From an optimization exercise on the open Yosys and OpenROAD flow, aimed at small area; shortcuts taken in it are not production practice.
Function was checked by simulation only, so behaviour that the tests miss may differ from the original.
Power figures rest on the tool's default switching activity, not on a simulated workload.

== run A ==
// gfte
module gfte (
    input  wire        clk,
    input  wire        rst,         
    input  wire        hsel,
    input  wire        hwrite,
    input  wire [17:0] haddr,
    input  wire [2:0]  hsize,
    input  wire [31:0] hwdata,
    output reg  [31:0] hrdata,
    output reg         bus_err,
    output reg         tx_valid,
    output reg  [7:0]  tx_data,
    input  wire        tx_ready,
    input  wire        rx_valid,
    input  wire [7:0]  rx_data,
    input  wire        ch_closed,
    input  wire        ch_err,
    input  wire        tick,
    output reg         irq
);
Settings: LEC_CHECK=0, CAP_MARGIN=20, CORE_MARGIN=2, CORE_UTILIZATION=50, PLACE_DENSITY=0.65, SLEW_MARGIN=20; clock period 25.0 ns.
standard.sh (not shown) runs the stock make flow with config.mk's settings and CLKGATE_MAP_FILE= SYNTH_SCRIPT=/design/flow/synth_recipe.tcl, a recipe that flattens the netlist after the stock synthesis.
==> flow/flow/run.sh <==
#!/bin/bash
# Layout flow: the standard flow (standard.sh) with three changes:
#  - synthesis maps with an area-oriented ABC script (flow/my_synth.tcl, flow/area.abc);
#  - the clock tree uses clkbuf_8 leaf clusters and no dummy loads;
#  - port buffers are buf_1 cells.
set -euo pipefail
W=$PWD
export GFTE_ABC_SCRIPT=$W/flow/area.abc
CTS="-sink_clustering_enable -repair_clock_nets -sink_clustering_size 14 -sink_clustering_max_diameter 50 -buf_list sky130_fd_sc_hd__clkbuf_8 -dont_use_dummy_load"
bash standard.sh SYNTH_SCRIPT=$W/flow/my_synth.tcl "CTS_ARGS=$CTS" "BUFFER_PORTS_ARGS=-buffer_cell sky130_fd_sc_hd__buf_1" finish > $W/flow_make.log 2>&1
==> flow/flow/area.abc <==
strash
&get -n
&deepsyn -T 60
&put
dch -f
amap
==> flow/flow/my_synth.tcl <==
proc synth {args} { yosys synth -nofsm -noshare {*}$args }
proc abc {args} {
  set i [lsearch -exact $args -script]
  if { $i >= 0 } {
    lset args [expr { $i + 1 }] $::env(GFTE_ABC_SCRIPT)
  }
  yosys abc {*}$args
}
source $::env(SCRIPTS_DIR)/synth.tcl
# left out here: clear keep_hierarchy, flatten, clean up, hide names made inside functions, write 1_2_yosys.v
## Diff of input files: run B against run A
--- a/flow/flow/run.sh
+++ b/flow/flow/run.sh
@@ -9 +9 @@
-CTS="-sink_clustering_enable -repair_clock_nets -sink_clustering_size 14 -sink_clustering_max_diameter 50 -buf_list sky130_fd_sc_hd__clkbuf_8 -dont_use_dummy_load"
+CTS="-sink_clustering_enable -repair_clock_nets -sink_clustering_size 28 -sink_clustering_max_diameter 80 -buf_list sky130_fd_sc_hd__clkbuf_16 -dont_use_dummy_load"
--- a/flow/flow/area.abc
+++ b/flow/flow/area.abc
@@ -6 +6 @@
-amap
+amap -F 6 -A 30
### Flow results
- Number of levels in the clock H-tree (run B over run A): decrease, 1
- In the tables for run B and run A, non-clock buffer total of the final layout reads higher with run B.
- Clock period minus final worst setup slack is higher on run A
- The run showing the smaller cell count after placement is run B.
- Global-route usage was higher in run B than in run A.
- Total length of routed met2 wires (run B vs. run A) increases slightly
- Between run B and run A, the area share of and/or/nand/nor cells after synthesis is lower for run B.
## Diff of input files: run C against run B
- changing PLACE_DENSITY from 0.65 to 0.6
- setting ABC_AREA to 1 for the first time
- setting CTS_BUF_LIST to sky130_fd_sc_hd__clkbuf_8 for the first time
- changing CORE_UTILIZATION from 50 to 40
- setting CTS_CLUSTER_SIZE to 16 for the first time
- setting CTS_CLUSTER_DIAMETER to 60 for the first time
==> flow/run.sh (new file) <==
#!/bin/bash
# synth_recipe.tcl (not shown) runs the flow's synth.tcl, then flattens the netlist and writes it again
# the make line also repeats each setting of config.mk as NAME=value (left out here)
make -C /OpenROAD-flow-scripts/flow DESIGN_CONFIG=/design/flow/config.mk WORK_HOME=/design/flow/orfs CLKGATE_MAP_FILE= SYNTH_SCRIPT=/design/flow/synth_recipe.tcl finish
removed: flow/flow/run.sh
removed: flow/flow/area.abc
removed: flow/flow/my_synth.tcl
removed: flow/standard.sh
--- outcome ---
- Run C finished end to end and its layout was clean on timing, DRC and antenna.
- Of run C and run B, the lower worst setup margin belongs to run B.
- [run C] combinational power rose about 18% relative to run B
- Clock-buffer cell count delta for run C relative to run B: 20 higher
- Shortest clock period the worst path allows after layout: run C vs run B down 3.88 ns
- Route | run C vs run B | wire longer in run C
- Sort run C and run B by worst hold slack desc -> top: run B
- Compared to run B, run C was floorplanned on a bigger die.
### run C -> run D
- changing PLACE_DENSITY from 0.6 to 0.65
- removing CTS_CLUSTER_SIZE (formerly 16)
- removing CTS_CLUSTER_DIAMETER (formerly 60)
- removing ABC_AREA (formerly 1)
- changing CORE_UTILIZATION from 40 to 50
- removing CTS_BUF_LIST (formerly sky130_fd_sc_hd__clkbuf_8)
==> flow/flow/run.sh (new file) <==
#!/bin/bash
# Layout flow: the standard flow (standard.sh) with three changes:
#  - synthesis maps with an area-oriented ABC script (flow/my_synth.tcl, flow/area.abc);
#  - the clock tree uses clkbuf_8 leaf clusters and no dummy loads;
#  - port buffers are buf_1 cells.
set -euo pipefail
W=$PWD
export GFTE_ABC_SCRIPT=$W/flow/area.abc
CTS="-sink_clustering_enable -repair_clock_nets -sink_clustering_size 16 -sink_clustering_max_diameter 60 -buf_list sky130_fd_sc_hd__clkbuf_8 -dont_use_dummy_load"
bash standard.sh SYNTH_SCRIPT=$W/flow/my_synth.tcl "CTS_ARGS=$CTS" "BUFFER_PORTS_ARGS=-buffer_cell sky130_fd_sc_hd__buf_1" finish > $W/flow_make.log 2>&1
==> flow/flow/area.abc (new file) <==
strash
&get -n
&deepsyn -T 60
&put
dch -f
amap
mfs3 -a
==> flow/flow/my_synth.tcl (new file) <==
proc synth {args} { yosys synth -nofsm -noshare {*}$args }
proc abc {args} {
  set i [lsearch -exact $args -script]
  if { $i >= 0 } {
    lset args [expr { $i + 1 }] $::env(GFTE_ABC_SCRIPT)
  }
  yosys abc {*}$args
}
source $::env(SCRIPTS_DIR)/synth.tcl
# left out here: clear keep_hierarchy, flatten, clean up, hide names made inside functions, write 1_2_yosys.v
==> flow/standard.sh (new file) <==
#!/bin/bash
# synth_recipe.tcl (not shown) runs the flow's synth.tcl, then flattens the netlist and writes it again
# the make line also repeats each setting of config.mk as NAME=value (left out here)
make -C /OpenROAD-flow-scripts/flow DESIGN_CONFIG=/design/flow/config.mk WORK_HOME=/design/flow/orfs CLKGATE_MAP_FILE= SYNTH_SCRIPT=/design/flow/synth_recipe.tcl "${@:-finish}"
removed: flow/run.sh
FAIL run D @ synthesis (1_2_yosys): tool exited with error.

-- separate check: timing with driven ports --
The flow's constraints put no driver on any port. The routed layouts listed below were extracted and timed again, unchanged, in two steps.
Step 1, drivers: a clkbuf_16 drives clk and a buf_2 each remaining input, both assumed.
Step 2 also shifts input and output timing later by t, the mid clock arrival at the registers, as if the neighbouring blocks saw the same clock.
Slacks: no drivers / after step 1 / after step 2; pairs: no drivers / after step 1.
| run | t (ns) | setup WS [ns] | hold slack, ns |
|---|---|---|---|
| run A | 0.690 | 5.897 / 5.929 / 5.240 | 0.424 / 0.424 / 0.424 |
| run B | 0.632 | 6.290 / 6.329 / 5.697 | 0.442 / 0.442 / 0.442 |
| run C | 0.728 | 10.171 / 10.147 / 10.147 | 0.428 / 0.428 / 0.428 |
After both steps setup and hold are still met in every run listed. The setup slack of run A, which loses most, moves by +0.032 ns with the drivers and by -0.657 ns with both steps.
